Optimization exercise on an open flow, not production practice. RTL: at most simulated, not proved equivalent. Function not checked: run 2. Power: default activity.

$ cat config.mk
export PLATFORM = sky130hd
export DESIGN_NAME = strv2_vlc_enc
export DESIGN_NICKNAME = strv2_vlc_enc
export VERILOG_FILES = /design/flow/design.v
export SDC_FILE = /design/flow/constraint.sdc
export NUM_CORES = 4
export LEC_CHECK = 0
export CAP_MARGIN = 20
export CORE_MARGIN = 2
export CORE_UTILIZATION = 40
export PLACE_DENSITY = 0.6
export SETUP_SLACK_MARGIN = 5
export SLEW_MARGIN = 20
$ cat constraint.sdc
create_clock -name core_clock -period 10.0 [get_ports {clk}]
set_input_delay 2.0000 -clock core_clock [delete_from_list [all_inputs] [get_ports {clk}]]
set_output_delay 2.0000 -clock core_clock [all_outputs]
set_load 0.01 [all_outputs]
$ cat design.v
module strv2_ac_lookup (
    input  wire [5:0]  run,
    input  wire [9:0]  level,
    output reg         hit,
    output reg  [16:0] code,
    output reg  [4:0]  len
);
    wire       neg   = level[9];
    wire       in_rng = (level[9:6] == {4{neg}});
    wire [5:0] mag   = neg ? 6'd0 - level[5:0] : level[5:0];
    always @(*) begin
        hit = in_rng; code = 17'd0; len = 5'd0;
        case ({run, mag})
            {6'd0, 6'd1}: begin code = 17'b11000000000000000 | ({neg, 16'd0} >> 2); len = 5'd3; end
            {6'd1, 6'd1}: begin code = 17'b01100000000000000 | ({neg, 16'd0} >> 3); len = 5'd4; end
            {6'd0, 6'd2}: begin code = 17'b01000000000000000 | ({neg, 16'd0} >> 4); len = 5'd5; end
            {6'd2, 6'd1}: begin code = 17'b01010000000000000 | ({neg, 16'd0} >> 4); len = 5'd5; end
            {6'd0, 6'd3}: begin code = 17'b00101000000000000 | ({neg, 16'd0} >> 5); len = 5'd6; end
            {6'd4, 6'd1}: begin code = 17'b00110000000000000 | ({neg, 16'd0} >> 5); len = 5'd6; end
            {6'd3, 6'd1}: begin code = 17'b00111000000000000 | ({neg, 16'd0} >> 5); len = 5'd6; end
            {6'd7, 6'd1}: begin code = 17'b00010000000000000 | ({neg, 16'd0} >> 6); len = 5'd7; end
            {6'd6, 6'd1}: begin code = 17'b00010100000000000 | ({neg, 16'd0} >> 6); len = 5'd7; end
            {6'd1, 6'd2}: begin code = 17'b00011000000000000 | ({neg, 16'd0} >> 6); len = 5'd7; end
            {6'd5, 6'd1}: begin code = 17'b00011100000000000 | ({neg, 16'd0} >> 6); len = 5'd7; end
            {6'd2, 6'd2}: begin code = 17'b00001000000000000 | ({neg, 16'd0} >> 7); len = 5'd8; end
            {6'd9, 6'd1}: begin code = 17'b00001010000000000 | ({neg, 16'd0} >> 7); len = 5'd8; end
            {6'd0, 6'd4}: begin code = 17'b00001100000000000 | ({neg, 16'd0} >> 7); len = 5'd8; end
            {6'd8, 6'd1}: begin code = 17'b00001110000000000 | ({neg, 16'd0} >> 7); len = 5'd8; end
            {6'd13, 6'd1}: begin code = 17'b00100000000000000 | ({neg, 16'd0} >> 8); len = 5'd9; end
            {6'd0, 6'd6}: begin code = 17'b00100001000000000 | ({neg, 16'd0} >> 8); len = 5'd9; end
            {6'd12, 6'd1}: begin code = 17'b00100010000000000 | ({neg, 16'd0} >> 8); len = 5'd9; end
            {6'd11, 6'd1}: begin code = 17'b00100011000000000 | ({neg, 16'd0} >> 8); len = 5'd9; end
            {6'd3, 6'd2}: begin code = 17'b00100100000000000 | ({neg, 16'd0} >> 8); len = 5'd9; end
            {6'd1, 6'd3}: begin code = 17'b00100101000000000 | ({neg, 16'd0} >> 8); len = 5'd9; end
            {6'd0, 6'd5}: begin code = 17'b00100110000000000 | ({neg, 16'd0} >> 8); len = 5'd9; end
            {6'd10, 6'd1}: begin code = 17'b00100111000000000 | ({neg, 16'd0} >> 8); len = 5'd9; end
            {6'd16, 6'd1}: begin code = 17'b00000010000000000 | ({neg, 16'd0} >> 10); len = 5'd11; end
            {6'd5, 6'd2}: begin code = 17'b00000010010000000 | ({neg, 16'd0} >> 10); len = 5'd11; end
            {6'd0, 6'd7}: begin code = 17'b00000010100000000 | ({neg, 16'd0} >> 10); len = 5'd11; end
            {6'd2, 6'd3}: begin code = 17'b00000010110000000 | ({neg, 16'd0} >> 10); len = 5'd11; end
            {6'd1, 6'd4}: begin code = 17'b00000011000000000 | ({neg, 16'd0} >> 10); len = 5'd11; end
            {6'd15, 6'd1}: begin code = 17'b00000011010000000 | ({neg, 16'd0} >> 10); len = 5'd11; end
            {6'd14, 6'd1}: begin code = 17'b00000011100000000 | ({neg, 16'd0} >> 10); len = 5'd11; end
            {6'd4, 6'd2}: begin code = 17'b00000011110000000 | ({neg, 16'd0} >> 10); len = 5'd11; end
            {6'd0, 6'd11}: begin code = 17'b00000001000000000 | ({neg, 16'd0} >> 12); len = 5'd13; end
            {6'd8, 6'd2}: begin code = 17'b00000001000100000 | ({neg, 16'd0} >> 12); len = 5'd13; end
            {6'd4, 6'd3}: begin code = 17'b00000001001000000 | ({neg, 16'd0} >> 12); len = 5'd13; end
            {6'd0, 6'd10}: begin code = 17'b00000001001100000 | ({neg, 16'd0} >> 12); len = 5'd13; end
            {6'd2, 6'd4}: begin code = 17'b00000001010000000 | ({neg, 16'd0} >> 12); len = 5'd13; end
            {6'd7, 6'd2}: begin code = 17'b00000001010100000 | ({neg, 16'd0} >> 12); len = 5'd13; end
            {6'd21, 6'd1}: begin code = 17'b00000001011000000 | ({neg, 16'd0} >> 12); len = 5'd13; end
            {6'd20, 6'd1}: begin code = 17'b00000001011100000 | ({neg, 16'd0} >> 12); len = 5'd13; end
            {6'd0, 6'd9}: begin code = 17'b00000001100000000 | ({neg, 16'd0} >> 12); len = 5'd13; end
            {6'd19, 6'd1}: begin code = 17'b00000001100100000 | ({neg, 16'd0} >> 12); len = 5'd13; end
            {6'd18, 6'd1}: begin code = 17'b00000001101000000 | ({neg, 16'd0} >> 12); len = 5'd13; end
            {6'd1, 6'd5}: begin code = 17'b00000001101100000 | ({neg, 16'd0} >> 12); len = 5'd13; end
            {6'd3, 6'd3}: begin code = 17'b00000001110000000 | ({neg, 16'd0} >> 12); len = 5'd13; end
            {6'd0, 6'd8}: begin code = 17'b00000001110100000 | ({neg, 16'd0} >> 12); len = 5'd13; end
            {6'd6, 6'd2}: begin code = 17'b00000001111000000 | ({neg, 16'd0} >> 12); len = 5'd13; end
            {6'd17, 6'd1}: begin code = 17'b00000001111100000 | ({neg, 16'd0} >> 12); len = 5'd13; end
            {6'd10, 6'd2}: begin code = 17'b00000000100000000 | ({neg, 16'd0} >> 13); len = 5'd14; end
            {6'd9, 6'd2}: begin code = 17'b00000000100010000 | ({neg, 16'd0} >> 13); len = 5'd14; end
            {6'd5, 6'd3}: begin code = 17'b00000000100100000 | ({neg, 16'd0} >> 13); len = 5'd14; end
            {6'd3, 6'd4}: begin code = 17'b00000000100110000 | ({neg, 16'd0} >> 13); len = 5'd14; end
            {6'd2, 6'd5}: begin code = 17'b00000000101000000 | ({neg, 16'd0} >> 13); len = 5'd14; end
            {6'd1, 6'd7}: begin code = 17'b00000000101010000 | ({neg, 16'd0} >> 13); len = 5'd14; end
            {6'd1, 6'd6}: begin code = 17'b00000000101100000 | ({neg, 16'd0} >> 13); len = 5'd14; end
            {6'd0, 6'd15}: begin code = 17'b00000000101110000 | ({neg, 16'd0} >> 13); len = 5'd14; end
            {6'd0, 6'd14}: begin code = 17'b00000000110000000 | ({neg, 16'd0} >> 13); len = 5'd14; end
            {6'd0, 6'd13}: begin code = 17'b00000000110010000 | ({neg, 16'd0} >> 13); len = 5'd14; end
            {6'd0, 6'd12}: begin code = 17'b00000000110100000 | ({neg, 16'd0} >> 13); len = 5'd14; end
            {6'd26, 6'd1}: begin code = 17'b00000000110110000 | ({neg, 16'd0} >> 13); len = 5'd14; end
            {6'd25, 6'd1}: begin code = 17'b00000000111000000 | ({neg, 16'd0} >> 13); len = 5'd14; end
            {6'd24, 6'd1}: begin code = 17'b00000000111010000 | ({neg, 16'd0} >> 13); len = 5'd14; end
            {6'd23, 6'd1}: begin code = 17'b00000000111100000 | ({neg, 16'd0} >> 13); len = 5'd14; end
            {6'd22, 6'd1}: begin code = 17'b00000000111110000 | ({neg, 16'd0} >> 13); len = 5'd14; end
            {6'd0, 6'd31}: begin code = 17'b00000000010000000 | ({neg, 16'd0} >> 14); len = 5'd15; end
            {6'd0, 6'd30}: begin code = 17'b00000000010001000 | ({neg, 16'd0} >> 14); len = 5'd15; end
            {6'd0, 6'd29}: begin code = 17'b00000000010010000 | ({neg, 16'd0} >> 14); len = 5'd15; end
            {6'd0, 6'd28}: begin code = 17'b00000000010011000 | ({neg, 16'd0} >> 14); len = 5'd15; end
            {6'd0, 6'd27}: begin code = 17'b00000000010100000 | ({neg, 16'd0} >> 14); len = 5'd15; end
            {6'd0, 6'd26}: begin code = 17'b00000000010101000 | ({neg, 16'd0} >> 14); len = 5'd15; end
            {6'd0, 6'd25}: begin code = 17'b00000000010110000 | ({neg, 16'd0} >> 14); len = 5'd15; end
            {6'd0, 6'd24}: begin code = 17'b00000000010111000 | ({neg, 16'd0} >> 14); len = 5'd15; end
            {6'd0, 6'd23}: begin code = 17'b00000000011000000 | ({neg, 16'd0} >> 14); len = 5'd15; end
            {6'd0, 6'd22}: begin code = 17'b00000000011001000 | ({neg, 16'd0} >> 14); len = 5'd15; end
            {6'd0, 6'd21}: begin code = 17'b00000000011010000 | ({neg, 16'd0} >> 14); len = 5'd15; end
            {6'd0, 6'd20}: begin code = 17'b00000000011011000 | ({neg, 16'd0} >> 14); len = 5'd15; end
            {6'd0, 6'd19}: begin code = 17'b00000000011100000 | ({neg, 16'd0} >> 14); len = 5'd15; end
            {6'd0, 6'd18}: begin code = 17'b00000000011101000 | ({neg, 16'd0} >> 14); len = 5'd15; end
            {6'd0, 6'd17}: begin code = 17'b00000000011110000 | ({neg, 16'd0} >> 14); len = 5'd15; end
            {6'd0, 6'd16}: begin code = 17'b00000000011111000 | ({neg, 16'd0} >> 14); len = 5'd15; end
            {6'd0, 6'd40}: begin code = 17'b00000000001000000 | ({neg, 16'd0} >> 15); len = 5'd16; end
            {6'd0, 6'd39}: begin code = 17'b00000000001000100 | ({neg, 16'd0} >> 15); len = 5'd16; end
            {6'd0, 6'd38}: begin code = 17'b00000000001001000 | ({neg, 16'd0} >> 15); len = 5'd16; end
            {6'd0, 6'd37}: begin code = 17'b00000000001001100 | ({neg, 16'd0} >> 15); len = 5'd16; end
            {6'd0, 6'd36}: begin code = 17'b00000000001010000 | ({neg, 16'd0} >> 15); len = 5'd16; end
            {6'd0, 6'd35}: begin code = 17'b00000000001010100 | ({neg, 16'd0} >> 15); len = 5'd16; end
            {6'd0, 6'd34}: begin code = 17'b00000000001011000 | ({neg, 16'd0} >> 15); len = 5'd16; end
            {6'd0, 6'd33}: begin code = 17'b00000000001011100 | ({neg, 16'd0} >> 15); len = 5'd16; end
            {6'd0, 6'd32}: begin code = 17'b00000000001100000 | ({neg, 16'd0} >> 15); len = 5'd16; end
            {6'd1, 6'd14}: begin code = 17'b00000000001100100 | ({neg, 16'd0} >> 15); len = 5'd16; end
            {6'd1, 6'd13}: begin code = 17'b00000000001101000 | ({neg, 16'd0} >> 15); len = 5'd16; end
            {6'd1, 6'd12}: begin code = 17'b00000000001101100 | ({neg, 16'd0} >> 15); len = 5'd16; end
            {6'd1, 6'd11}: begin code = 17'b00000000001110000 | ({neg, 16'd0} >> 15); len = 5'd16; end
            {6'd1, 6'd10}: begin code = 17'b00000000001110100 | ({neg, 16'd0} >> 15); len = 5'd16; end
            {6'd1, 6'd9}: begin code = 17'b00000000001111000 | ({neg, 16'd0} >> 15); len = 5'd16; end
            {6'd1, 6'd8}: begin code = 17'b00000000001111100 | ({neg, 16'd0} >> 15); len = 5'd16; end
            {6'd1, 6'd18}: begin code = 17'b00000000000100000 | ({neg, 16'd0} >> 16); len = 5'd17; end
            {6'd1, 6'd17}: begin code = 17'b00000000000100010 | ({neg, 16'd0} >> 16); len = 5'd17; end
            {6'd1, 6'd16}: begin code = 17'b00000000000100100 | ({neg, 16'd0} >> 16); len = 5'd17; end
            {6'd1, 6'd15}: begin code = 17'b00000000000100110 | ({neg, 16'd0} >> 16); len = 5'd17; end
            {6'd6, 6'd3}: begin code = 17'b00000000000101000 | ({neg, 16'd0} >> 16); len = 5'd17; end
            {6'd16, 6'd2}: begin code = 17'b00000000000101010 | ({neg, 16'd0} >> 16); len = 5'd17; end
            {6'd15, 6'd2}: begin code = 17'b00000000000101100 | ({neg, 16'd0} >> 16); len = 5'd17; end
            {6'd14, 6'd2}: begin code = 17'b00000000000101110 | ({neg, 16'd0} >> 16); len = 5'd17; end
            {6'd13, 6'd2}: begin code = 17'b00000000000110000 | ({neg, 16'd0} >> 16); len = 5'd17; end
            {6'd12, 6'd2}: begin code = 17'b00000000000110010 | ({neg, 16'd0} >> 16); len = 5'd17; end
            {6'd11, 6'd2}: begin code = 17'b00000000000110100 | ({neg, 16'd0} >> 16); len = 5'd17; end
            {6'd31, 6'd1}: begin code = 17'b00000000000110110 | ({neg, 16'd0} >> 16); len = 5'd17; end
            {6'd30, 6'd1}: begin code = 17'b00000000000111000 | ({neg, 16'd0} >> 16); len = 5'd17; end
            {6'd29, 6'd1}: begin code = 17'b00000000000111010 | ({neg, 16'd0} >> 16); len = 5'd17; end
            {6'd28, 6'd1}: begin code = 17'b00000000000111100 | ({neg, 16'd0} >> 16); len = 5'd17; end
            {6'd27, 6'd1}: begin code = 17'b00000000000111110 | ({neg, 16'd0} >> 16); len = 5'd17; end
            default: hit = 1'b0;
        endcase
    end
endmodule
module strv2_vlc_enc (
    input  wire        clk,
    input  wire        rst,             
    input  wire        start,
    input  wire [15:0] cfg_mbtotal,     
    input  wire        in_valid,
    output wire        in_ready,
    input  wire [15:0] in_data,
    output reg         out_valid,
    input  wire        out_ready,
    output wire [15:0] out_data,
    output reg         done,            
    output reg         fault,           
    output reg  [1:0]  err_code,        
    output wire [31:0] code_count,      
    output reg  [15:0] hdr_count,       
    output reg  [5:0]  qscale           
);
    localparam W = 56;                   
    localparam [15:0] EOD_WORD = 16'hFE00;
    localparam [1:0] S_IDLE = 2'd0,      
                     S_RUN  = 2'd1,      
                     S_FIN  = 2'd2,      
                     S_FLT  = 2'd3;      
    reg  [1:0]   st;
    reg          rdy;                    
    reg  [15:0]  ir;
    reg          a_v;
    reg          dc_next;                
    reg          fresh;                  
    reg  [2:0]   blk;                    
    reg  [15:0]  mb_rem;                 
    reg          last_mb;                
    reg          zero_mb;                
    reg  [15:0]  cnt;                    
    reg          cnt_hi;                 
    reg  [21:0]  b_code;                 
    reg  [4:0]   b_len;
    reg          b_v;
    reg          b_room;                 
    reg  [W-1:0] bb;
    reg  [5:0]   fill;
    assign in_ready   = rdy;
    assign out_data   = bb[W-1:W-16];
    assign code_count = {16'd0, cnt};
    wire [5:0]  w_run = ir[15:10];
    wire        w_eod = (ir == EOD_WORD);
    wire        lk_hit;
    wire [16:0] lk_code;
    wire [4:0]  lk_len;
    strv2_ac_lookup u_lookup (
        .run   (w_run),
        .level (ir[9:0]),
        .hit   (lk_hit),
        .code  (lk_code),
        .len   (lk_len)
    );
    wire last_blk = (blk == 3'd5) && last_mb;
    wire bad_q    = (w_run == 6'd0) || (!fresh && (w_run != qscale));
    wire e_prog   = dc_next && w_eod;
    wire e_q      = dc_next && !w_eod && bad_q;
    wire fin_eod  = !dc_next && w_eod && last_blk;
    reg  [21:0] c_code;
    reg  [4:0]  c_len;
    always @(*) begin
        if (dc_next) begin
            c_code = {ir[9:0], 12'd0};
            c_len  = 5'd10;
        end else if (w_eod) begin
            if (fin_eod && !cnt_hi) begin
                c_code = {2'b10, 11'b01111111110, 9'd0};    
                c_len  = 5'd13;
            end else begin
                c_code = {2'b10, 20'd0};
                c_len  = 5'd2;
            end
        end else if (lk_hit) begin
            c_code = {lk_code, 5'd0};
            c_len  = lk_len;
        end else begin
            c_code = {6'b000001, ir};
            c_len  = 5'd22;
        end
    end
    wire b_go  = b_v && b_room;                              
    wire d_go  = (st == S_RUN) && !zero_mb && a_v && (!b_v || b_room);
    wire d_err = d_go && (e_prog || e_q);
    wire d_app = d_go && !e_prog && !e_q;
    wire         drain  = out_valid && out_ready;
    wire [W-1:0] ins    = {b_code, {(W-22){1'b0}}} >> fill;
    wire [W-1:0] merged = b_go ? (bb | ins) : bb;
    wire [5:0]   fsum   = fill + (b_go ? {1'b0, b_len} : 6'd0);
    wire [5:0]   fsub   = (fsum >= 6'd16) ? fsum - 6'd16 : 6'd0;
    wire [5:0]   fill_nx = drain ? fsub : fsum;
    reg [1:0] st_nx;
    always @(*) begin
        st_nx = st;
        case (st)
            S_IDLE: if (start) st_nx = S_RUN;
            S_RUN:  if (zero_mb || d_err || (d_app && fin_eod && cnt_hi)) st_nx = S_FLT;
                    else if (d_app && fin_eod) st_nx = S_FIN;
            default: ;
        endcase
    end
    wire b_v_nx  = d_app || (b_v && !b_go);
    wire a_v_nx  = (st_nx == S_RUN) && ((rdy && in_valid) || (a_v && !d_go));
    wire [21:0] b_code_nx = d_app ? c_code : b_code;
    wire [4:0]  b_len_nx  = d_app ? c_len : b_len;
    wire flush_nx = (st_nx == S_FIN) && !b_v_nx;             
    wire room_nx  = (fill_nx <= W - 22);
    always @(posedge clk) begin
        if (rdy)
            ir <= in_data;
        if (st == S_IDLE) begin
            mb_rem  <= cfg_mbtotal;
            last_mb <= (cfg_mbtotal == 16'd1);
            zero_mb <= (cfg_mbtotal == 16'd0);
        end
        b_code <= b_code_nx;
        b_len  <= b_len_nx;
        b_room <= room_nx;
        hdr_count <= {cnt[15:6] + {9'd0, |cnt[5:0]}, 5'd0};
        bb     <= (st == S_IDLE) ? {W{1'b0}} : drain ? {merged[W-17:0], 16'd0} : merged;
        if (rst) begin
            st        <= S_IDLE;
            rdy       <= 1'b1;
            a_v       <= 1'b0;
            b_v       <= 1'b0;
            fill      <= 6'd0;
            out_valid <= 1'b0;
            done      <= 1'b0;
            fault     <= 1'b0;
        end else begin
            rdy       <= (st_nx != S_RUN) || !a_v_nx || !b_v_nx || room_nx;
            a_v       <= a_v_nx;
            b_v       <= b_v_nx;
            fill      <= (st == S_IDLE) ? 6'd0 : fill_nx;
            out_valid <= (fill_nx >= 6'd16) || (flush_nx && (fill_nx != 6'd0));
            if (st == S_IDLE && start) begin
                st    <= S_RUN;
                done  <= 1'b0;
                fault <= 1'b0;
            end else if (st == S_FIN && !b_v_nx && fill_nx == 6'd0) begin
                st   <= S_IDLE;
                done <= 1'b1;
            end else if (st == S_FLT && !b_v_nx && fill_nx < 6'd16) begin
                st    <= S_IDLE;
                fault <= 1'b1;
            end else begin
                st <= st_nx;
            end
        end
        if (st == S_RUN) begin
            if (zero_mb || (d_err && e_prog))
                err_code <= 2'd2;
            else if (d_err || (d_app && fin_eod && cnt_hi))
                err_code <= 2'd1;
        end
        if (st == S_IDLE) begin
            dc_next <= 1'b1;
            fresh   <= 1'b1;
            blk     <= 3'd0;
            cnt_hi  <= 1'b0;
        end else if (d_app) begin
            fresh <= 1'b0;
            cnt   <= fresh ? 16'd1 : cnt + 16'd1;
            if (!fresh && (&cnt[15:6] || cnt == 16'hFFBF))
                cnt_hi <= 1'b1;
            if (dc_next) begin
                dc_next <= 1'b0;
                qscale  <= w_run;
            end else if (w_eod) begin
                dc_next <= 1'b1;
                if (blk == 3'd5) begin
                    blk     <= 3'd0;
                    mb_rem  <= mb_rem - 16'd1;
                    last_mb <= (mb_rem == 16'd2);
                end else begin
                    blk <= blk + 3'd1;
                end
            end
        end
    end
endmodule
$ cat run.sh
#!/bin/bash
# synth_recipe.tcl (not shown) runs the flow's synth.tcl, then flattens the netlist and writes it again
# the make line also repeats each setting of config.mk as NAME=value (left out here)
make -C /OpenROAD-flow-scripts/flow DESIGN_CONFIG=/design/flow/config.mk WORK_HOME=/design/flow/orfs CLKGATE_MAP_FILE= SYNTH_SCRIPT=/design/flow/synth_recipe.tcl finish
==> results of run 1 <==
worst max path at each step:
stage | startpoint | end | slack [ns] | depth (start not counted)
after CTS | ir[0] | b_code[11] | 5.11 | 13
final | ir[0] | b_code[11] | 5.27 | 13
after global placement | ir[0] | b_len[0] | 4.85 | 13
after detailed placement | ir[0] | b_code[11] | 4.70 | 13
after floorplan | ir[1] | b_len[3] | 6.26 | 16
after global routing | ir[0] | b_code[11] | 5.12 | 13
power breakdown:
group          internal [mW]  switching [mW]
Clock                  0.378           0.299
Sequential             0.750          0.0276
Combinational         0.0701           0.122
Total                   1.20           0.448
final cells by class:
| class | count | area share, % |
|---|---|---|
| multi-input cells | 1052 | 50.6 |
| flip-flops and latches | 172 | 32.0 |
| repair buffers | 111 | 8.22 |
| clock buffers | 20 | 3.71 |
| well taps | 378 | 3.67 |
| clock inverters | 11 | 0.943 |
| inverters | 27 | 0.787 |
metal layers:
| metal | GRT usage [%] | up-vias |
|---|---|---|
| met4 | 11.1 | 0 |
| met2 | 40.3 | 381 |
| met1 | 31.7 | 4970 |
| met5 | 0 | - |
| met3 | 3.98 | 92 |
| li1 | - | 5010 |
kinds of logic (layout without fill, tap and decap cells):
kind of cell / Yosys count / count (layout) / share of synthesized area, %
XOR/XNOR: 49 / 49 / 3.80
flip-flops: 172 / 172 / 36.5
AO/OA/AOI/OAI: 365 / 366 / 21.2
multiplexers: 56 / 56 / 5.99
AND/OR/NAND/NOR: 545 / 545 / 23.8
other: 1 / 22 / 0.0332
buffers and inverters: 161 / 169 / 7.01
adder cells (fa/ha/maj): 14 / 14 / 1.62
cells in the mapped netlist (all sizes together), types with 16 or more instances:
cell type and count:
o21ai 75, buf 65, nand2b 19, nor2b 18, xor2 28, dfxtp 104
a21oi 91, a31oi 16, nor2 155, and3 20, nor4 24, xnor2 21
inv 27, a211oi 55, edfxtp 68, o22ai 23, nor3 63, nand3 43
nand2 127, clkbuf 69, mux2i 35
state kept, by name (all words and copies together), names as in the netlist, 2 cells and up:
register and flops:
blk 3, b_code 22, b_len 5, cnt 16
hdr_count 10, ir 16, err_code 2, st 2
qscale 6, fill 6, mb_rem 16, bb 56
metrics by stage:
step	cells	total power, mW
6_report	1771	1.65
5_1_grt	1771	1.71
4_1_cts	1768	1.66
3_5_place_dp	1737	0.981
3_3_place_gp	1737	0.981
2_1_floorplan	1384	0.916
worst max-delay path: cells and delay by family (launching register included):
kind,cells,cell delay [ns]
AOI/OAI and AO/OA,6,1.74
and+or+nand+nor,4,1.65
buffers and inverters,2,0.43
DFF,1,0.36
adders and majority gates,1,0.35
repair_timing:
action	CTS	global route
setup endpoints to repair	25	25
buffers inserted	0	2
pin swaps	0	2
cloned	0	1
resized for setup	2	1
==> run notes, run 1 <==
=====================================================================================
Top library cells by usage in the layout, fill and taps aside            sky130_fd_sc_hd__nor2_1, sky130_fd_sc_hd__nand2_1, sky130_fd_sc_hd__dfxtp_1
Run status                                                               complete, no violations
Gp weighted congestion                                                           1.00
Global-route wire length before repair                                       56000 um
Register bit count reported by yosys                                              172
Routed length per placed instance                                             20.4 um
Max-capacitance violation count                                                     0
Worst min-delay path startpoint                                                bb[11]
Type of destination of the critical path                                     register
Hold Violations, Final                                                              0
Number of standard cells after synthesis                                         1363
Net count reported at finish                                                     1432
Worst slack at placement                                                      4.70 ns
List of cells traversed by the critical path                             buf_4, inv_1, ha_1, or3b_1, a21o_1, nor2_4, nor2_1, a221oi_1, o2111ai_1, or4_4, o21bai_4, a2111oi_0, o31ai_1
CTS sink count                                                                    172
Seq/Total Area, Yosys                                                           36.5%
Achievable clock frequency                                                    212 MHz
Number of antenna violations at the first check in global routing                   0
ANT cells                                                                           0
Yosys warning total                                                                 2
DRT met1 WL                                                                  15900 um
Critical-path maximum fanout                                                       28
H-tree levels                                                                       4
Endpoint of the most critical register-to-register path                    b_code[11]
Starting density of the core                                                    40.7%
Number of vias in the routed layout                                             10500
Longest individual stage delay on the worst path                              0.62 ns
GRT overflow                                                                        0
Critical Path Source Type                                                    register
DIE WIDTH                                                                      172 um
GR Util All Layers                                                              24.5%
Count of different cell masters after synthesis                                    87
Capture endpoint of the worst hold path                                        bb[11]
Placeable Area                                                            27800 sq um
Netlist area before placement                                             11300 sq um
Number of nets still failing antenna checks after routing                           0
Root buf cell                                                            sky130_fd_sc_hd__clkbuf_16
Worst-case hold slack                                                        0.454 ns
Kind of critical path                                                         reg2reg
Via count of the first global-routing pass                                       9891
Cell with the biggest individual delay on the critical path              sky130_fd_sc_hd__or4_4
Critical path required time                                                  10.24 ns
Cell area after placement                                                 12200 sq um
Register cell area after layout                                            4120 sq um
Share of cells above drive strength 1                                           7.68%
Worst path arrival time                                                       4.97 ns
Number of stages on the worst hold path                                             2
Final worst-path cycle share                                                    47.3%
Post-detail-place hpwl                                                       26100 um
Buffers from clock root to sink, at most                                            2
Fin area                                                                  12900 sq um
Peak supply drop                                                           0.000104 V
Final setup margin                                                            5.27 ns
Cell type with the highest aggregate area in the netlist                 sky130_fd_sc_hd__dfxtp_1
Die height                                                                     172 um
Total met2 wirelength after detailed routing                                 17000 um
Drc violations                                                                      0
Final-layout setup total negative slack                                          0 ns
Clock tree from TritonCTS                                                         yes
Uppermost routed layer                                                           met4
Count of routing violations after the opening detailed-route iteration            932
Final cell utilization of the core                                              46.3%
R2R cell count                                                                     13
Initial DRT Pass Iterations                                                         5
Routed met3 length                                                            1820 um
Number of buffer cells added on primary ports                                      90
Source of the worst register-to-register timing path                            ir[0]
Pin count of the biggest net entering global routing                               55
Type of the most critical hold path                                           reg2reg
Insertion delay to the later sink of the worst-skew pair                      0.43 ns
Most frequent standard cell in the layout excluding fill and tap cells   sky130_fd_sc_hd__nor2_1
Synth async-reset ratio                                                            0%
Most area-consuming cells after synthesis                                sky130_fd_sc_hd__dfxtp_1, sky130_fd_sc_hd__edfxtp_1, sky130_fd_sc_hd__nor2_1, sky130_fd_sc_hd__nand2_1, sky130_fd_sc_hd__a21oi_1
Number of ports placed on the die boundary                                        113
Register clock-pin slew on the reported worst setup and hold paths            0.07 ns
Die Outline Area                                                          29600 sq um
Worst-case headroom to the max-slew limit                                       24.8%
Count of endpoints failing setup in the final report                                0
Number of CTS-inserted buffers                                                     17
Power per cell area                                                       128 nW/um^2
Slew at the pin with the worst max-slew slack                                 1.11 ns
Number of buffers added to fix hold violations after cts                            0
Register-to-register setup slack                                              5.27 ns
Filler Cell Count                                                                2788
DRT Wirelength                                                               36100 um
Final count of pins violating max slew                                              0
Most used flip-flop cell after synthesis                                 sky130_fd_sc_hd__dfxtp_1
Synthesis-to-layout area growth                                                 13.9%
Fraction of synthesized cell area taken by the top area cell type               18.4%
Row Count                                                                          61
Vias per Instance                                                                5.90
Post-synthesis average cell area                                           8.29 sq um
Leakage power figure                                                          4.54 nW
Unrepaired setup endpoints after global routing                                 false
Count of flip-flops with a built-in enable after synthesis                         68
Final critical path time including I/O delays and setup                       4.73 ns
Largest clock skew in the final design                                      0.0170 ns
Area of the multi-input gates                                              6520 sq um
=====================================================================================
Testbench counts, summed over its fixed seeds: cycles 12,732.
==> inputs of run 2 (changes only) <==
--- a/design.v
+++ b/design.v
@@ -141,7 +141,7 @@
     output reg         fault,           
     output reg  [1:0]  err_code,        
     output wire [31:0] code_count,      
-    output reg  [15:0] hdr_count,       
+    output wire [15:0] hdr_count,       
     output reg  [5:0]  qscale           
 );
     localparam W = 56;                   
@@ -162,15 +162,24 @@
     reg          zero_mb;                
     reg  [15:0]  cnt;                    
     reg          cnt_hi;                 
-    reg  [21:0]  b_code;                 
-    reg  [4:0]   b_len;
-    reg          b_v;
-    reg          b_room;                 
+    reg          l_v;
+    reg  [15:0]  l_raw;
+    reg          l_dc;                   
+    reg          l_eod;                  
+    reg          l_fin;                  
+    reg          l_err;                  
+    reg          l_cerr;                 
+    reg          l_prog;                 
+    reg          l_hit;                  
+    reg  [16:0]  l_tcode;                
+    reg  [4:0]   l_tlen;
+    reg          room;                   
     reg  [W-1:0] bb;
     reg  [5:0]   fill;
     assign in_ready   = rdy;
     assign out_data   = bb[W-1:W-16];
     assign code_count = {16'd0, cnt};
+    assign hdr_count  = {mb_rem[10:0], 5'd0};
     wire [5:0]  w_run = ir[15:10];
     wire        w_eod = (ir == EOD_WORD);
     wire        lk_hit;
@@ -185,103 +194,121 @@
     );
     wire last_blk = (blk == 3'd5) && last_mb;
     wire bad_q    = (w_run == 6'd0) || (!fresh && (w_run != qscale));
-    wire e_prog   = dc_next && w_eod;
-    wire e_q      = dc_next && !w_eod && bad_q;
-    wire fin_eod  = !dc_next && w_eod && last_blk;
-    reg  [21:0] c_code;
+    reg  [21:0] c_code;                  
     reg  [4:0]  c_len;
     always @(*) begin
-        if (dc_next) begin
-            c_code = {ir[9:0], 12'd0};
+        if (l_dc) begin
+            c_code = {l_raw[9:0], 12'd0};
             c_len  = 5'd10;
-        end else if (w_eod) begin
-            if (fin_eod && !cnt_hi) begin
-                c_code = {2'b10, 11'b01111111110, 9'd0};    
-                c_len  = 5'd13;
-            end else begin
-                c_code = {2'b10, 20'd0};
-                c_len  = 5'd2;
-            end
-        end else if (lk_hit) begin
-            c_code = {lk_code, 5'd0};
-            c_len  = lk_len;
+        end else if (l_fin && !l_cerr) begin
+            c_code = {2'b10, 11'b01111111110, 9'd0};    
+            c_len  = 5'd13;
+        end else if (l_eod || l_fin) begin
+            c_code = {2'b10, 20'd0};
+            c_len  = 5'd2;
+        end else if (l_hit) begin
+            c_code = {l_tcode, 5'd0};
+            c_len  = l_tlen;
         end else begin
-            c_code = {6'b000001, ir};
+            c_code = {6'b000001, l_raw};
             c_len  = 5'd22;
         end
     end
-    wire b_go  = b_v && b_room;                              
-    wire d_go  = (st == S_RUN) && !zero_mb && a_v && (!b_v || b_room);
-    wire d_err = d_go && (e_prog || e_q);
-    wire d_app = d_go && !e_prog && !e_q;
+    wire l_go  = l_v && room;                                
+    wire p_err = l_go && l_err;
+    wire p_app = l_go && !l_err;
+    wire d_go  = (st == S_RUN) && !zero_mb && a_v && (!l_v || l_go);
     wire         drain  = out_valid && out_ready;
-    wire [W-1:0] ins    = {b_code, {(W-22){1'b0}}} >> fill;
-    wire [W-1:0] merged = b_go ? (bb | ins) : bb;
-    wire [5:0]   fsum   = fill + (b_go ? {1'b0, b_len} : 6'd0);
-    wire [5:0]   fsub   = (fsum >= 6'd16) ? fsum - 6'd16 : 6'd0;
-    wire [5:0]   fill_nx = drain ? fsub : fsum;
+    wire [W-1:0] ins    = {c_code, {(W-22){1'b0}}} >> fill;
+    wire [W-1:0] merged = p_app ? (bb | ins) : bb;
+    wire [5:0]   f_nd   = fill + (p_app ? {1'b0, c_len} : 6'd0);
+    wire [5:0]   f_d    = (f_nd >= 6'd16) ? f_nd - 6'd16 : 6'd0;
     reg [1:0] st_nx;
     always @(*) begin
         st_nx = st;
         case (st)
             S_IDLE: if (start) st_nx = S_RUN;
-            S_RUN:  if (zero_mb || d_err || (d_app && fin_eod && cnt_hi)) st_nx = S_FLT;
-                    else if (d_app && fin_eod) st_nx = S_FIN;
+            S_RUN:  if (zero_mb || p_err) st_nx = S_FLT;
+                    else if (p_app && l_fin) st_nx = l_cerr ? S_FLT : S_FIN;
             default: ;
         endcase
     end
-    wire b_v_nx  = d_app || (b_v && !b_go);
+    wire l_v_nx  = (st_nx == S_RUN) && (d_go || (l_v && !l_go));
     wire a_v_nx  = (st_nx == S_RUN) && ((rdy && in_valid) || (a_v && !d_go));
-    wire [21:0] b_code_nx = d_app ? c_code : b_code;
-    wire [4:0]  b_len_nx  = d_app ? c_len : b_len;
-    wire flush_nx = (st_nx == S_FIN) && !b_v_nx;             
-    wire room_nx  = (fill_nx <= W - 22);
+    wire flush   = (st_nx == S_FIN);                        
+    wire rm_nd   = (f_nd <= W - 22);
+    wire rm_d    = (f_d <= W - 22);
+    wire ov_nd   = (f_nd >= 6'd16) || (flush && (f_nd != 6'd0));
+    wire ov_d    = (f_d >= 6'd16) || (flush && (f_d != 6'd0));
+    wire dn_nd   = (st == S_FIN) && (f_nd == 6'd0);
+    wire dn_d    = (st == S_FIN) && (f_d == 6'd0);
+    wire ft_nd   = (st == S_FLT) && (f_nd < 6'd16);
+    wire ft_d    = (st == S_FLT) && (f_d < 6'd16);
+    wire to_done = drain ? dn_d : dn_nd;
+    wire to_flt_end = drain ? ft_d : ft_nd;
     always @(posedge clk) begin
         if (rdy)
             ir <= in_data;
-        if (st == S_IDLE) begin
+        if (d_go) begin
+            l_raw   <= ir;
+            l_dc    <= dc_next;
+            l_eod   <= !dc_next && w_eod && !last_blk;
+            l_fin   <= !dc_next && w_eod && last_blk;
+            l_err   <= dc_next && (w_eod || bad_q);
+            l_cerr  <= cnt_hi;
+            l_prog  <= dc_next && w_eod;
+            l_hit   <= lk_hit;
+            l_tcode <= lk_code;
+            l_tlen  <= lk_len;
+        end
+        if (st == S_IDLE && (!done || start)) begin
             mb_rem  <= cfg_mbtotal;
             last_mb <= (cfg_mbtotal == 16'd1);
             zero_mb <= (cfg_mbtotal == 16'd0);
+        end else if (st == S_FIN) begin
+            mb_rem  <= {5'd0, {1'b0, cnt[15:6]} + {10'd0, |cnt[5:0]}};
+        end else if (d_go && !dc_next && w_eod && (blk == 3'd5)) begin
+            mb_rem  <= mb_rem - 16'd1;
+            last_mb <= (mb_rem == 16'd2);
         end
-        b_code <= b_code_nx;
-        b_len  <= b_len_nx;
-        b_room <= room_nx;
-        hdr_count <= {cnt[15:6] + {9'd0, |cnt[5:0]}, 5'd0};
-        bb     <= (st == S_IDLE) ? {W{1'b0}} : drain ? {merged[W-17:0], 16'd0} : merged;
+        bb <= (st == S_IDLE) ? {W{1'b0}} : drain ? {merged[W-17:0], 16'd0} : merged;
         if (rst) begin
             st        <= S_IDLE;
             rdy       <= 1'b1;
             a_v       <= 1'b0;
-            b_v       <= 1'b0;
+            l_v       <= 1'b0;
             fill      <= 6'd0;
+            room      <= 1'b1;
             out_valid <= 1'b0;
             done      <= 1'b0;
             fault     <= 1'b0;
         end else begin
-            rdy       <= (st_nx != S_RUN) || !a_v_nx || !b_v_nx || room_nx;
             a_v       <= a_v_nx;
-            b_v       <= b_v_nx;
-            fill      <= (st == S_IDLE) ? 6'd0 : fill_nx;
-            out_valid <= (fill_nx >= 6'd16) || (flush_nx && (fill_nx != 6'd0));
+            l_v       <= l_v_nx;
+            fill      <= (st == S_IDLE) ? 6'd0 : drain ? f_d : f_nd;
+            room      <= drain ? rm_d : rm_nd;
+            rdy       <= (st_nx != S_RUN) || !a_v_nx || !l_v_nx || (drain ? rm_d : rm_nd);
+            out_valid <= drain ? ov_d : ov_nd;
             if (st == S_IDLE && start) begin
                 st    <= S_RUN;
                 done  <= 1'b0;
                 fault <= 1'b0;
-            end else if (st == S_FIN && !b_v_nx && fill_nx == 6'd0) begin
+            end else if (to_done) begin
                 st   <= S_IDLE;
                 done <= 1'b1;
-            end else if (st == S_FLT && !b_v_nx && fill_nx < 6'd16) begin
+            end else if (to_flt_end) begin
                 st    <= S_IDLE;
                 fault <= 1'b1;
-            end else begin
-                st <= st_nx;
+            end else if (st == S_RUN && (zero_mb || p_err)) begin
+                st <= S_FLT;
+            end else if (st == S_RUN && p_app && l_fin) begin
+                st <= l_cerr ? S_FLT : S_FIN;
             end
         end
         if (st == S_RUN) begin
-            if (zero_mb || (d_err && e_prog))
+            if (zero_mb || (p_err && l_prog))
                 err_code <= 2'd2;
-            else if (d_err || (d_app && fin_eod && cnt_hi))
+            else if (p_err || (p_app && l_fin && l_cerr))
                 err_code <= 2'd1;
         end
         if (st == S_IDLE) begin
@@ -289,7 +316,7 @@
             fresh   <= 1'b1;
             blk     <= 3'd0;
             cnt_hi  <= 1'b0;
-        end else if (d_app) begin
+        end else if (d_go) begin
             fresh <= 1'b0;
             cnt   <= fresh ? 16'd1 : cnt + 16'd1;
             if (!fresh && (&cnt[15:6] || cnt == 16'hFFBF))
@@ -299,13 +326,7 @@
                 qscale  <= w_run;
             end else if (w_eod) begin
                 dc_next <= 1'b1;
-                if (blk == 3'd5) begin
-                    blk     <= 3'd0;
-                    mb_rem  <= mb_rem - 16'd1;
-                    last_mb <= (mb_rem == 16'd2);
-                end else begin
-                    blk <= blk + 3'd1;
-                end
+                blk     <= (blk == 3'd5) ? 3'd0 : blk + 3'd1;
             end
         end
     end
==> flow/run.sh (new file) <==
#!/bin/bash
bash standard.sh SETUP_SLACK_MARGIN=7 finish > standard.log 2>&1
==> standard.sh (new file) <==
#!/bin/bash
# synth_recipe.tcl (not shown) runs the flow's synth.tcl, then flattens the netlist and writes it again
# the make line also repeats each setting of config.mk as NAME=value (left out here)
make -C /OpenROAD-flow-scripts/flow DESIGN_CONFIG=/design/flow/config.mk WORK_HOME=/design/flow/orfs CLKGATE_MAP_FILE= SYNTH_SCRIPT=/design/flow/synth_recipe.tcl "${@:-finish}"
removed: run.sh
==> run 2 against run 1 <==
Effect of this change: power rose by 18%; highest routed layer unchanged; synthesized area rose by 15%; critical path type unchanged; via count rose by 27%; non-clock buffer count rose by 155; flip-flop and latch count rose by 8; fmax rose by 45%; cell area rose by 28%.
==> run notes, run 2 <==
=====================================================================================
Run status                                                               complete, no violations   unchanged
Final setup margin                                                            6.73 ns   was 5.27 ns
Routed length per placed instance                                             22.3 um   was 20.4 um
Row Count                                                                          65   was 61
Max reg flops                                                                      56   unchanged
Register-to-register setup slack                                              6.73 ns   was 5.27 ns
Post-detail-place hpwl                                                       31100 um   was 26100 um
Source of the worst register-to-register timing path                            l_fin   was ir[0]
Number of placed instances with taps included                                    1924   was 1737
Gp weighted congestion                                                          0.980   was 1.00
DRT met1 WL                                                                  19700 um   was 15900 um
Synth async-reset ratio                                                            0%   unchanged
Net count reported at finish                                                     1718   was 1432
Number of antenna violations at the first check in global routing                   0   unchanged
Kind of critical path                                                         reg2reg   unchanged
Number of buffer cells added on primary ports                                      91   was 90
Hold Violations, Final                                                              0   unchanged
Leakage power figure                                                          6.04 nW   was 4.54 nW
Number of buffers added to fix hold violations after cts                            0   unchanged
Worst path arrival time                                                       3.62 ns   was 4.97 ns
Fraction of the mapped netlist area in simple logic gates                       22.2%   was 23.8%
Clock tree from TritonCTS                                                         yes   unchanged
Share of cells above drive strength 1                                           27.5%   was 7.68%
Slew at the pin with the worst max-slew slack                                 1.13 ns   was 1.11 ns
GRT overflow                                                                        0   unchanged
H-tree levels                                                                       4   unchanged
Total met2 wirelength after detailed routing                                 21500 um   was 17000 um
Seq/Total Area, Yosys                                                           35.7%   was 36.5%
Xor-xnor portion of the synthesized cell area                                   3.03%   was 3.80%
Register bit count reported by yosys                                              180   was 172
Routed met3 length                                                            3550 um   was 1820 um
Most area-consuming cells after synthesis                                sky130_fd_sc_hd__edfxtp_1, sky130_fd_sc_hd__dfxtp_1, sky130_fd_sc_hd__nor2_1, sky130_fd_sc_hd__nand2_1, sky130_fd_sc_hd__a21oi_1   was sky130_fd_sc_hd__dfxtp_1, sky130_fd_sc_hd__edfxtp_1, sky130_fd_sc_hd__nor2_1, sky130_fd_sc_hd__nand2_1, sky130_fd_sc_hd__a21oi_1
Pin count of the biggest net entering global routing                               47   was 55
Die Outline Area                                                          33900 sq um   was 29600 sq um
Synthesis-to-layout area growth                                                 26.6%   was 13.9%
DIE WIDTH                                                                      184 um   was 172 um
Number of nets still failing antenna checks after routing                           0   unchanged
Top library cells by usage in the layout, fill and taps aside            sky130_fd_sc_hd__buf_4, sky130_fd_sc_hd__nor2_1, sky130_fd_sc_hd__nand2_1   was sky130_fd_sc_hd__nor2_1, sky130_fd_sc_hd__nand2_1, sky130_fd_sc_hd__dfxtp_1
Largest clock skew in the final design                                      0.0147 ns   was 0.0170 ns
Most frequent standard cell in the layout excluding fill and tap cells   sky130_fd_sc_hd__buf_4   was sky130_fd_sc_hd__nor2_1
Largest registers in the final layout                                    bb x56, l_tcode x17   was bb x56, b_code x22
Worst slack at placement                                                      5.63 ns   was 4.70 ns
Vias per Instance                                                                6.30   was 5.90
Placeable Area                                                            31800 sq um   was 27800 sq um
Via count of the first global-routing pass                                      12400   was 9891
Top-count cell post-synth                                                sky130_fd_sc_hd__nor2_1   unchanged
Buffers from clock root to sink, at most                                            2   unchanged
Synth top cells by count                                                 sky130_fd_sc_hd__nor2_1, sky130_fd_sc_hd__nand2_1, sky130_fd_sc_hd__edfxtp_1   was sky130_fd_sc_hd__nor2_1, sky130_fd_sc_hd__nand2_1, sky130_fd_sc_hd__dfxtp_1
Count of different cell masters after synthesis                                   104   was 87
Critical Path Source Type                                                    register   unchanged
Final count of pins violating max slew                                              0   unchanged
Critical-path maximum fanout                                                        6   was 28
Worst-case headroom to the max-slew limit                                       24.4%   was 24.8%
Count of routing violations after the opening detailed-route iteration           1730   was 932
Power per cell area                                                       118 nW/um^2   was 128 nW/um^2
Worst min-delay path startpoint                                                cnt_hi   was bb[11]
Root buf cell                                                            sky130_fd_sc_hd__clkbuf_16   unchanged
Register with the highest flop count                                               bb   unchanged
Final-layout setup total negative slack                                          0 ns   unchanged
Post-synthesis adder-cell area fraction                                         1.77%   was 1.62%
Starting density of the core                                                    40.9%   was 40.7%
Final critical path time including I/O delays and setup                       3.27 ns   was 4.73 ns
Number of CTS-inserted buffers                                                     17   unchanged
Endpoint of the most critical register-to-register path                         fault   was b_code[11]
Count of flip-flops with a built-in enable after synthesis                        103   was 68
Register clock-pin slew on the reported worst setup and hold paths            0.07 ns   about the same
Fraction of synthesized cell area taken by the top area cell type               23.8%   was 18.4%
Number of standard cells after synthesis                                         1509   was 1363
Cell type with the highest aggregate area in the netlist                 sky130_fd_sc_hd__edfxtp_1   was sky130_fd_sc_hd__dfxtp_1
Compound-Gate Fraction of Synth Area                                            24.8%   was 21.2%
Largest family of logic cells by synthesized area                        compound AO/OA/AOI/OAI gates   was simple AND/OR/NAND/NOR gates
Peak supply drop                                                           0.000126 V   was 0.000104 V
Number of stages on the worst hold path                                             0   was 2
Number of vias in the routed layout                                             13300   was 10500
Post-synthesis average cell area                                           8.61 sq um   was 8.29 sq um
Initial DRT Pass Iterations                                                         9   was 5
Count of endpoints failing setup in the final report                                0   unchanged
Max-capacitance violation count                                                     0   unchanged
Unrepaired setup endpoints after global routing                                  true   was false
GR Util All Layers                                                              27.1%   was 24.5%
Global-route wire length before repair                                       71600 um   was 56000 um
ANT cells                                                                           0   unchanged
Final worst-path cycle share                                                    32.7%   was 47.3%
Uppermost routed layer                                                           met4   unchanged
Insertion delay to the later sink of the worst-skew pair                      0.45 ns   was 0.43 ns
DRT Wirelength                                                               47100 um   was 36100 um
Drc violations                                                                      0   unchanged
R2R cell count                                                                     14   was 13
Number of ports placed on the die boundary                                        113   unchanged
Die height                                                                     184 um   was 172 um
Yosys warning total                                                                 2   unchanged
Achievable clock frequency                                                    306 MHz   was 212 MHz
CTS sink count                                                                    180   was 172
Share of cell area taken by muxes after synthesis                               4.95%   was 5.99%
Most used flip-flop cell after synthesis                                 sky130_fd_sc_hd__edfxtp_1   was sky130_fd_sc_hd__dfxtp_1
Final Instance Count excl. Fillers                                               2112   was 1771
Netlist area before placement                                             13000 sq um   was 11300 sq um
Critical path required time                                                  10.35 ns   was 10.24 ns
Type of the most critical hold path                                           reg2reg   unchanged
Capture endpoint of the worst hold path                                        l_cerr   was bb[11]
Type of destination of the critical path                                     register   unchanged
=====================================================================================
[run 2: worst max-delay path by stage]
stage                       endpoint  depth (start not counted)   from
after floorplan                 room                         16  l_hit
after global placement    l_tcode[5]                          9  ir[0]
after detailed placement  l_tcode[5]                         11  ir[0]
after CTS                       room                         14  l_fin
after global routing           fault                         14  l_fin
final                          fault                         14  l_fin
[run 2: metal layers]
| metal | GRT usage, % | vias to the layer above |
|---|---|---|
| li1 | - | 5993 |
| met3 | 4.72 | 182 |
| met1 | 35.8 | 6400 |
| met2 | 42.9 | 739 |
| met4 | 13.0 | 0 |
| met5 | 0 | - |
[run 2: final cells by class]
| type | instances | area, sq um |
|---|---|---|
| Timing Repair Buffer | 266 | 2160 |
| Multi-Input combinational cell | 1158 | 8340 |
| Clock inverter | 15 | 156 |
| Inverter | 41 | 173 |
| Clock buffer | 17 | 425 |
| Tap cell | 435 | 544 |
| Sequential cell | 180 | 4650 |
| Fill cell | 2966 | 15400 |
[run 2: logic make-up (layout without fill, tap and decap cells)]
kind of cell	Yosys count	after routing
fa+ha+maj	18	18
xor+xnor	45	45
buf+inv	195	339
mux	46	46
other cells	1	21
compound gates	454	457
flops	180	180
simple gates	570	571
[run 2: critical path, cell delays in order (launching register included)]
cell and delay, ns:
sky130_fd_sc_hd__edfxtp_1 0.50, sky130_fd_sc_hd__or3b_4 0.43, sky130_fd_sc_hd__o21ai_2 0.13, sky130_fd_sc_hd__a21oi_2 0.08
sky130_fd_sc_hd__fa_2 0.37, sky130_fd_sc_hd__a21o_1 0.18, sky130_fd_sc_hd__a21oi_2 0.17, sky130_fd_sc_hd__xnor2_2 0.15
sky130_fd_sc_hd__inv_2 0.09, sky130_fd_sc_hd__buf_6 0.12, sky130_fd_sc_hd__o31a_1 0.34, sky130_fd_sc_hd__a211oi_2 0.25
sky130_fd_sc_hd__buf_4 0.16, sky130_fd_sc_hd__nor3_2 0.03, sky130_fd_sc_hd__o21a_1 0.16
[run 2: what timing repair did]
item,CTS,global route
gates cloned,7,1
endpoints found under the hold margin,0,0
endpoints found under the setup margin,183,121
pin swaps,33,40
gates resized for setup,329,100
setup buffers,87,61
[run 2: through the flow]
| stage | instance area [sq um] | hold WS, ns | util [%] | total power [mW] |
|---|---|---|---|---|
| floorplan | 13200 | 0.409 | - | 1.09 |
| global placement | 14000 | 0.421 | 43.9 | 1.18 |
| detailed placement | 14000 | 0.426 | 43.9 | 1.18 |
| CTS | 15600 | 0.442 | 48.9 | 1.91 |
| global route | 16400 | 0.460 | 51.7 | 2.01 |
| finish | 16400 | 0.442 | 51.7 | 1.94 |
[run 2: power by group]
part / total (mW) / switching, mW / internal, mW
Sequential: 0.861 / 0.0329 / 0.828
Clock: 0.681 / 0.311 / 0.370
Combinational: 0.400 / 0.239 / 0.161
Total: 1.94 / 0.583 / 1.36
==> inputs of run 3 (changes only) <==
--- a/design.v
+++ b/design.v
@@ -144,7 +144,7 @@
     output wire [15:0] hdr_count,       
     output reg  [5:0]  qscale           
 );
-    localparam W = 56;                   
+    localparam W = 53;                   
     localparam [15:0] EOD_WORD = 16'hFE00;
     localparam [1:0] S_IDLE = 2'd0,      
                      S_RUN  = 2'd1,      
@@ -219,8 +219,9 @@
     wire p_app = l_go && !l_err;
     wire d_go  = (st == S_RUN) && !zero_mb && a_v && (!l_v || l_go);
     wire         drain  = out_valid && out_ready;
-    wire [W-1:0] ins    = {c_code, {(W-22){1'b0}}} >> fill;
-    wire [W-1:0] merged = p_app ? (bb | ins) : bb;
+    wire [21:0]  a_code = c_code & {22{p_app}};
+    wire [W-1:0] ins    = {a_code, {(W-22){1'b0}}} >> fill[4:0];
+    wire [W-1:0] merged = bb | ins;
     wire [5:0]   f_nd   = fill + (p_app ? {1'b0, c_len} : 6'd0);
     wire [5:0]   f_d    = (f_nd >= 6'd16) ? f_nd - 6'd16 : 6'd0;
     reg [1:0] st_nx;
--- a/config.mk
+++ b/config.mk
@@ -5,9 +5,10 @@
 export SDC_FILE = /design/flow/constraint.sdc
 export NUM_CORES = 4
 export LEC_CHECK = 0
+export ABC_AREA = 1
 export CAP_MARGIN = 20
 export CORE_MARGIN = 2
-export CORE_UTILIZATION = 40
-export PLACE_DENSITY = 0.6
+export CORE_UTILIZATION = 60
+export PLACE_DENSITY = 0.75
 export SETUP_SLACK_MARGIN = 5
 export SLEW_MARGIN = 20
==> run 3 against run 2 <==
Effect of this change: still clean on timing, DRC and antenna; non-clock buffer count is 94 lower; power is 13% lower; clock power is 4.3% lower; flip-flop and latch count is 3 lower; fmax is 7.5% higher; critical path depth is 13 lower; clock skew hardly changed; clock-buffer cell count is 1 higher; synthesized area is 7.4% lower; largest cell class unchanged.
==> run notes, run 3 <==
=====================================================================================
Count of different cell masters after synthesis                                    53   was 104
Vias per Instance                                                                5.85   was 6.30
Max-capacitance violation count                                                     0   unchanged
Global-route wire length before repair                                       57300 um   was 71600 um
Fin area                                                                  13900 sq um   was 16400 sq um
Critical path depth                                                                 1   was 14
Slew at the pin with the worst max-slew slack                                 1.16 ns   was 1.13 ns
Synth top cells by count                                                 sky130_fd_sc_hd__nand2_1, sky130_fd_sc_hd__nand3_1, sky130_fd_sc_hd__nor2_1   was sky130_fd_sc_hd__nor2_1, sky130_fd_sc_hd__nand2_1, sky130_fd_sc_hd__edfxtp_1
Largest delay share family, worst path                                     flip-flops   was compound AO/OA/AOI/OAI gates
Final-layout setup total negative slack                                          0 ns   unchanged
Fraction of synthesized cell area taken by the top area cell type               25.7%   was 23.8%
List of cells traversed by the critical path                                    buf_2   was or3b_4, o21ai_2, a21oi_2, fa_2, a21o_1, a21oi_2, xnor2_2, inv_2, buf_6, o31a_1, a211oi_2, buf_4, nor3_2, o21a_1
Number of antenna violations at the first check in global routing                   0   unchanged
Number of stages on the worst hold path                                             0   unchanged
Insertion delay to the later sink of the worst-skew pair                      0.44 ns   was 0.45 ns
Critical path required time                                                   8.00 ns   was 10.35 ns
Die height                                                                     146 um   was 184 um
DIE WIDTH                                                                      146 um   was 184 um
Worst-case hold slack                                                        0.434 ns   was 0.442 ns
Final critical path time including I/O delays and setup                       3.04 ns   was 3.27 ns
Top-count cell post-synth                                                sky130_fd_sc_hd__nand2_1   was sky130_fd_sc_hd__nor2_1
Register clock-pin slew on the reported worst setup and hold paths            0.07 ns   about the same
Kind of critical path                                                         reg2out   was reg2reg
Critical Path Source Type                                                    register   unchanged
ANT cells                                                                           0   unchanged
Critical-path maximum fanout                                                        2   was 6
Pin count of the biggest net entering global routing                               51   was 47
Synth async-reset ratio                                                            0%   unchanged
Post-synthesis average cell area                                           7.03 sq um   was 8.61 sq um
Critical path buffer and inverter count                                             1   was 3
Synthesis-to-layout area growth                                                 15.2%   was 26.6%
CTS sink count                                                                    177   was 180
Largest clock skew in the final design                                      0.0146 ns   was 0.0147 ns
Number of standard cells after synthesis                                         1710   was 1509
Peak supply drop                                                           0.000115 V   was 0.000126 V
Count of routing violations after the opening detailed-route iteration           1577   was 1730
Final Instance Count excl. Fillers                                               2093   was 2112
Top library cells by usage in the layout, fill and taps aside            sky130_fd_sc_hd__nand2_1, sky130_fd_sc_hd__nand3_1, sky130_fd_sc_hd__inv_1, sky130_fd_sc_hd__nor2_1, sky130_fd_sc_hd__edfxtp_1   was sky130_fd_sc_hd__buf_4, sky130_fd_sc_hd__nor2_1, sky130_fd_sc_hd__nand2_1
Final cell utilization of the core                                              70.7%   was 51.7%
Number of buffer cells added on primary ports                                      91   unchanged
Register bit count reported by yosys                                              177   was 180
Die Outline Area                                                          21200 sq um   was 33900 sq um
Initial DRT Pass Iterations                                                         6   was 9
Worst slack at placement                                                      5.92 ns   was 5.63 ns
Number of vias in the routed layout                                             12300   was 13300
Number of ports placed on the die boundary                                        113   unchanged
Final count of pins violating max slew                                              0   unchanged
Register with the highest flop count                                               bb   unchanged
Row Count                                                                          51   was 65
Most area-consuming cells after synthesis                                sky130_fd_sc_hd__edfxtp_1, sky130_fd_sc_hd__nand2_1, sky130_fd_sc_hd__dfxtp_1, sky130_fd_sc_hd__nand3_1, sky130_fd_sc_hd__nor2_1   was sky130_fd_sc_hd__edfxtp_1, sky130_fd_sc_hd__dfxtp_1, sky130_fd_sc_hd__nor2_1, sky130_fd_sc_hd__nand2_1, sky130_fd_sc_hd__a21oi_1
Number of buffers added to fix hold violations after cts                            0   unchanged
R2R cell count                                                                     12   was 14
Number of nets still failing antenna checks after routing                           0   unchanged
Net count reported at finish                                                     1866   was 1718
Most used flip-flop cell after synthesis                                 sky130_fd_sc_hd__edfxtp_1   unchanged
Yosys warning total                                                                 2   unchanged
Hold Violations, Final                                                              0   unchanged
Final worst-path cycle share                                                    30.4%   was 32.7%
Final setup margin                                                            6.96 ns   was 6.73 ns
Worst path arrival time                                                       1.04 ns   was 3.62 ns
Count of flip-flops with a built-in enable after synthesis                        103   unchanged
Root buf cell                                                            sky130_fd_sc_hd__clkbuf_16   unchanged
H-tree levels                                                                       4   unchanged
Routed length per placed instance                                             17.2 um   was 22.3 um
Gp weighted congestion                                                           1.01   was 0.980
DRT Wirelength                                                               36000 um   was 47100 um
Count of endpoints failing setup in the final report                                0   unchanged
Via count of the first global-routing pass                                      11100   was 12400
Drc violations                                                                      0   unchanged
Post-detail-place hpwl                                                       25100 um   was 31100 um
Most frequent standard cell in the layout excluding fill and tap cells   sky130_fd_sc_hd__nand2_1   was sky130_fd_sc_hd__buf_4
Cell with the biggest individual delay on the critical path              sky130_fd_sc_hd__edfxtp_1   unchanged
Cell type with the highest aggregate area in the netlist                 sky130_fd_sc_hd__edfxtp_1   unchanged
Worst-case headroom to the max-slew limit                                       22.2%   was 24.4%
Starting density of the core                                                    61.4%   was 40.9%
Number of CTS-inserted buffers                                                     17   unchanged
GR Util All Layers                                                              33.4%   was 27.1%
Number of placed instances with taps included                                    1985   was 1924
Achievable clock frequency                                                    329 MHz   was 306 MHz
Run status                                                               complete, no violations   unchanged
GRT overflow                                                                        0   unchanged
Clock tree from TritonCTS                                                         yes   unchanged
Unrepaired setup endpoints after global routing                                  true   unchanged
Power per cell area                                                       122 nW/um^2   was 118 nW/um^2
Share of cells above drive strength 1                                           15.8%   was 27.5%
Buffers from clock root to sink, at most                                            2   unchanged
Cell area after placement                                                 12800 sq um   was 14000 sq um
Largest registers in the final layout                                    bb x53, l_tcode x17   was bb x56, l_tcode x17
Type of destination of the critical path                                   output pin   was register
Max reg flops                                                                      53   was 56
Total power                                                                   1.69 mW   was 1.94 mW
Netlist area before placement                                             12000 sq um   was 13000 sq um
Placeable Area                                                            19600 sq um   was 31800 sq um
Longest individual stage delay on the worst path                              0.43 ns   was 0.50 ns
Type of the most critical hold path                                           reg2reg   unchanged
Leakage power figure                                                          6.26 nW   was 6.04 nW
Seq/Total Area, Yosys                                                           38.0%   was 35.7%
=====================================================================================
## run 3: cell count changes in the layout (fill, tap and decap cells not counted), sizes merged, moves of 22 or more
cell,change
a211oi,-48
a21oi,-26
buf,-95
inv,+139
mux2i,-28
nand2,+339
nand2b,-22
nand3,+211
nand4,+24
nor2,+22
nor3,-26
xnor2,-23
## run 3: final timing paths
path / slack (ns) / start / to
min: 0.43 / cnt_hi / l_cerr
max reg2reg: 7.08 / ir[1] / l_tcode[3]
max: 6.96 / cnt[14] / code_count[14]
min reg2reg: 0.43 / cnt_hi / l_cerr
## run 3: routing by layer
layer	up-vias	track usage [%]	routed length, um
li1	5888	-	-
met1	5568	45.7	14800
met2	671	53.5	16900
met3	125	6.36	3230
met4	0	11.5	1140
met5	-	0	0
## run 3: logic make-up after synthesis
logic type | synth area share [%]
compound gates | 9.54
simple gates | 38.6
buf+inv | 11.0
flops | 38.0
other cells | 0.0312
fa+ha+maj | 1.52
xor+xnor | 1.31
## run 3: cell type report
cell class                      count  area [sq um]
Multi-Input combinational cell   1269          6360
Fill cell                        1660          5730
Sequential cell                   177          4600
Timing Repair Buffer              172          1290
Inverter                          175           687
Clock buffer                       18           429
Tap cell                          265           332
Clock inverter                     14           139
Timing Repair inverter              3          17.5
## run 3: power by group
group,switching [mW],internal [mW],leakage [nW]
Clock,0.320,0.331,0.270
Sequential,0.0177,0.796,1.55
Combinational,0.138,0.0825,4.44
Total,0.476,1.21,6.26
## run 3: repair_timing
item	CTS	global route
gates cloned	5	2
pin swaps	5	6
setup endpoints to repair	106	111
gates resized for setup	249	33
setup buffers	46	23
Testbench counts of run 3, summed over its fixed seeds: cycles 12,985.
==> inputs of run 4 (changes only) <==
--- a/design.v
+++ b/design.v
@@ -224,6 +224,8 @@
     wire [W-1:0] merged = bb | ins;
     wire [5:0]   f_nd   = fill + (p_app ? {1'b0, c_len} : 6'd0);
     wire [5:0]   f_d    = (f_nd >= 6'd16) ? f_nd - 6'd16 : 6'd0;
+    wire mb_ld  = (st == S_IDLE) && (!done || start);
+    wire mb_dec = d_go && !dc_next && w_eod && (blk == 3'd5);
     reg [1:0] st_nx;
     always @(*) begin
         st_nx = st;
@@ -262,16 +264,17 @@
             l_tcode <= lk_code;
             l_tlen  <= lk_len;
         end
-        if (st == S_IDLE && (!done || start)) begin
+        if (mb_ld) begin
             mb_rem  <= cfg_mbtotal;
             last_mb <= (cfg_mbtotal == 16'd1);
             zero_mb <= (cfg_mbtotal == 16'd0);
         end else if (st == S_FIN) begin
             mb_rem  <= {5'd0, {1'b0, cnt[15:6]} + {10'd0, |cnt[5:0]}};
-        end else if (d_go && !dc_next && w_eod && (blk == 3'd5)) begin
+        end else if (mb_dec) begin
             mb_rem  <= mb_rem - 16'd1;
             last_mb <= (mb_rem == 16'd2);
         end
+        cnt <= (cnt & {16{!(fresh && d_go)}}) + {15'd0, d_go};
         bb <= (st == S_IDLE) ? {W{1'b0}} : drain ? {merged[W-17:0], 16'd0} : merged;
         if (rst) begin
             st        <= S_IDLE;
@@ -319,7 +322,6 @@
             cnt_hi  <= 1'b0;
         end else if (d_go) begin
             fresh <= 1'b0;
-            cnt   <= fresh ? 16'd1 : cnt + 16'd1;
             if (!fresh && (&cnt[15:6] || cnt == 16'hFFBF))
                 cnt_hi <= 1'b1;
             if (dc_next) begin
--- a/config.mk
+++ b/config.mk
@@ -9,6 +9,7 @@
 export CAP_MARGIN = 20
 export CORE_MARGIN = 2
 export CORE_UTILIZATION = 60
+export CTS_BUF_LIST = sky130_fd_sc_hd__clkbuf_8
 export PLACE_DENSITY = 0.75
 export SETUP_SLACK_MARGIN = 5
 export SLEW_MARGIN = 20
==> run 4 against run 3 <==
Effect of this change: non-clock buffer count up 1; clock power down 23%; critical path depth unchanged; combinational power up 27%; sequential share of layout area down 0.17 points; global-route usage down 2.0 points; clock skew up 0.014 ns; still clean on timing, DRC and antenna; via count down 4.0%; critical path type unchanged; worst hold slack better by 0.019 ns.
==> run notes, run 4 <==
=====================================================================================
Kind of critical path                                                         reg2out   unchanged
Worst-case headroom to the max-slew limit                                       30.9%   was 22.2%
Number of nets still failing antenna checks after routing                           0   unchanged
Gp weighted congestion                                                          0.967   was 1.01
Worst-case hold slack                                                        0.453 ns   was 0.434 ns
Power per cell area                                                       119 nW/um^2   was 122 nW/um^2
Register bit count reported by yosys                                              177   unchanged
H-tree levels                                                                       4   unchanged
DIE WIDTH                                                                      145 um   was 146 um
Count of different cell masters after synthesis                                    61   was 53
Max reg flops                                                                      53   unchanged
Achievable clock frequency                                                    322 MHz   was 329 MHz
Peak supply drop                                                           0.000103 V   was 0.000115 V
Number of antenna violations at the first check in global routing                   0   unchanged
Number of CTS-inserted buffers                                                     17   unchanged
Via count of the first global-routing pass                                      10300   was 11100
Starting density of the core                                                    61.1%   was 61.4%
Fraction of synthesized cell area taken by the top area cell type               22.0%   was 25.7%
Cell with the biggest individual delay on the critical path              sky130_fd_sc_hd__edfxtp_1   unchanged
Seq/Total Area, Yosys                                                           37.2%   was 38.0%
Register-to-register setup slack                                              7.03 ns   was 7.08 ns
Number of ports placed on the die boundary                                        113   unchanged
Max-capacitance violation count                                                     0   unchanged
Pin count of the biggest net entering global routing                               49   was 51
Leakage power figure                                                          6.12 nW   was 6.26 nW
Type of the most critical hold path                                           reg2reg   unchanged
Initial DRT Pass Iterations                                                         7   was 6
Critical path required time                                                   8.00 ns   about the same
Most frequent standard cell in the layout excluding fill and tap cells   sky130_fd_sc_hd__nand2_1   unchanged
Die Outline Area                                                          20900 sq um   was 21200 sq um
Final-layout setup total negative slack                                          0 ns   unchanged
Clock tree from TritonCTS                                                         yes   unchanged
DRT Wirelength                                                               33400 um   was 36000 um
Cell type with the highest aggregate area in the netlist                 sky130_fd_sc_hd__edfxtp_1   unchanged
Final count of pins violating max slew                                              0   unchanged
Buffers from clock root to sink, at most                                            2   unchanged
Run status                                                               complete, no violations   unchanged
Top library cells by usage in the layout, fill and taps aside            sky130_fd_sc_hd__nand2_1, sky130_fd_sc_hd__nand3_1, sky130_fd_sc_hd__nor2_1   was sky130_fd_sc_hd__nand2_1, sky130_fd_sc_hd__nand3_1, sky130_fd_sc_hd__inv_1, sky130_fd_sc_hd__nor2_1, sky130_fd_sc_hd__edfxtp_1
Synth top cells by count                                                 sky130_fd_sc_hd__nand2_1, sky130_fd_sc_hd__nand3_1, sky130_fd_sc_hd__nor2_1   unchanged
Type of destination of the critical path                                   output pin   unchanged
GRT overflow                                                                        0   unchanged
Synthesis-to-layout area growth                                                 14.4%   was 15.2%
Number of buffer cells added on primary ports                                      91   unchanged
Unrepaired setup endpoints after global routing                                  true   unchanged
Post-synthesis average cell area                                           7.15 sq um   was 7.03 sq um
Critical-path maximum fanout                                                        2   unchanged
Worst path arrival time                                                       1.11 ns   was 1.04 ns
Most used flip-flop cell after synthesis                                 sky130_fd_sc_hd__dfxtp_1   was sky130_fd_sc_hd__edfxtp_1
Insertion delay to the later sink of the worst-skew pair                      0.49 ns   was 0.44 ns
=====================================================================================
run 4: cell types whose count changed in the layout (fill, tap and decap cells not counted), sizes merged, moves of 10 or more:
cell    delta
dfxtp     +16
edfxtp    -16
inv       -16
nand2     -45
nand4     -10
nor2      +16
o21ai     -17
run 4: logic make-up (layout without fill, tap and decap cells):
family | Yosys count | after routing | synth area share, %
xor gates and xnor gates | 32 | 32 | 2.36
muxes | 1 | 1 | 0.0845
buffers and inverters | 273 | 367 | 11.1
DFF | 177 | 177 | 37.2
adders and majority gates | 14 | 14 | 1.54
other | 1 | 21 | 0.0316
AOI/OAI and AO/OA | 188 | 188 | 9.32
and+or+nand+nor | 972 | 976 | 38.3
run 4: worst min path at each step:
stage / from / endpoint / slack (ns)
global placement: cnt_hi / l_cerr / 0.42
global route: cnt_hi / l_cerr / 0.48
finish: cnt_hi / l_cerr / 0.45
detailed placement: cnt_hi / l_cerr / 0.42
floorplan: cnt_hi / l_cerr / 0.41
CTS: cnt_hi / l_cerr / 0.45
run 4: final cells by class:
cell class	instances	area (sq um)	area share, %
clock buffer	17	234	1.73
inverter	160	633	4.67
timing repair buffer	173	1320	9.76
clock inverter	15	186	1.38
timing repair inverter	2	10.0	0.0738
sequential	177	4480	33.0
tap	265	332	2.45
multi-input combinational	1232	6360	46.9
run 4: routing by layer:
layer	track usage, %	wire length (um)
met2	49.7	15200
met1	42.9	14300
met3	6.09	2740
met4	11.8	1180
met5	0	0
run 4: stage by stage:
| stage | total power, mW | cells | area (sq um) | utilization [%] |
|---|---|---|---|---|
| 3_5_place_dp | 1.09 | 1928 | 12500 | 64.6 |
| 5_1_grt | 1.67 | 2041 | 13600 | 69.9 |
| 2_1_floorplan | 1.00 | 1678 | 12000 | - |
| 3_3_place_gp | 1.08 | 1928 | 12500 | 64.6 |
| 6_report | 1.61 | 2041 | 13600 | 69.9 |
| 4_1_cts | 1.59 | 2002 | 13100 | 67.7 |
run 4: timing repair:
action / CTS / global route
setup endpoints to repair: 141 / 113
buffers inserted: 40 / 35
gates cloned: 2 / 4
pin swaps: 4 / 11
resized for setup: 277 / 33
run 4: report_power, final:
group	internal (mW)	total [mW]	switching, mW	leakage, nW
registers	0.800	0.825	0.0254	1.53
clock network	0.193	0.505	0.312	0.210
logic	0.109	0.281	0.171	4.38
Testbench counts of run 4, summed over its fixed seeds: cycles 12,985.
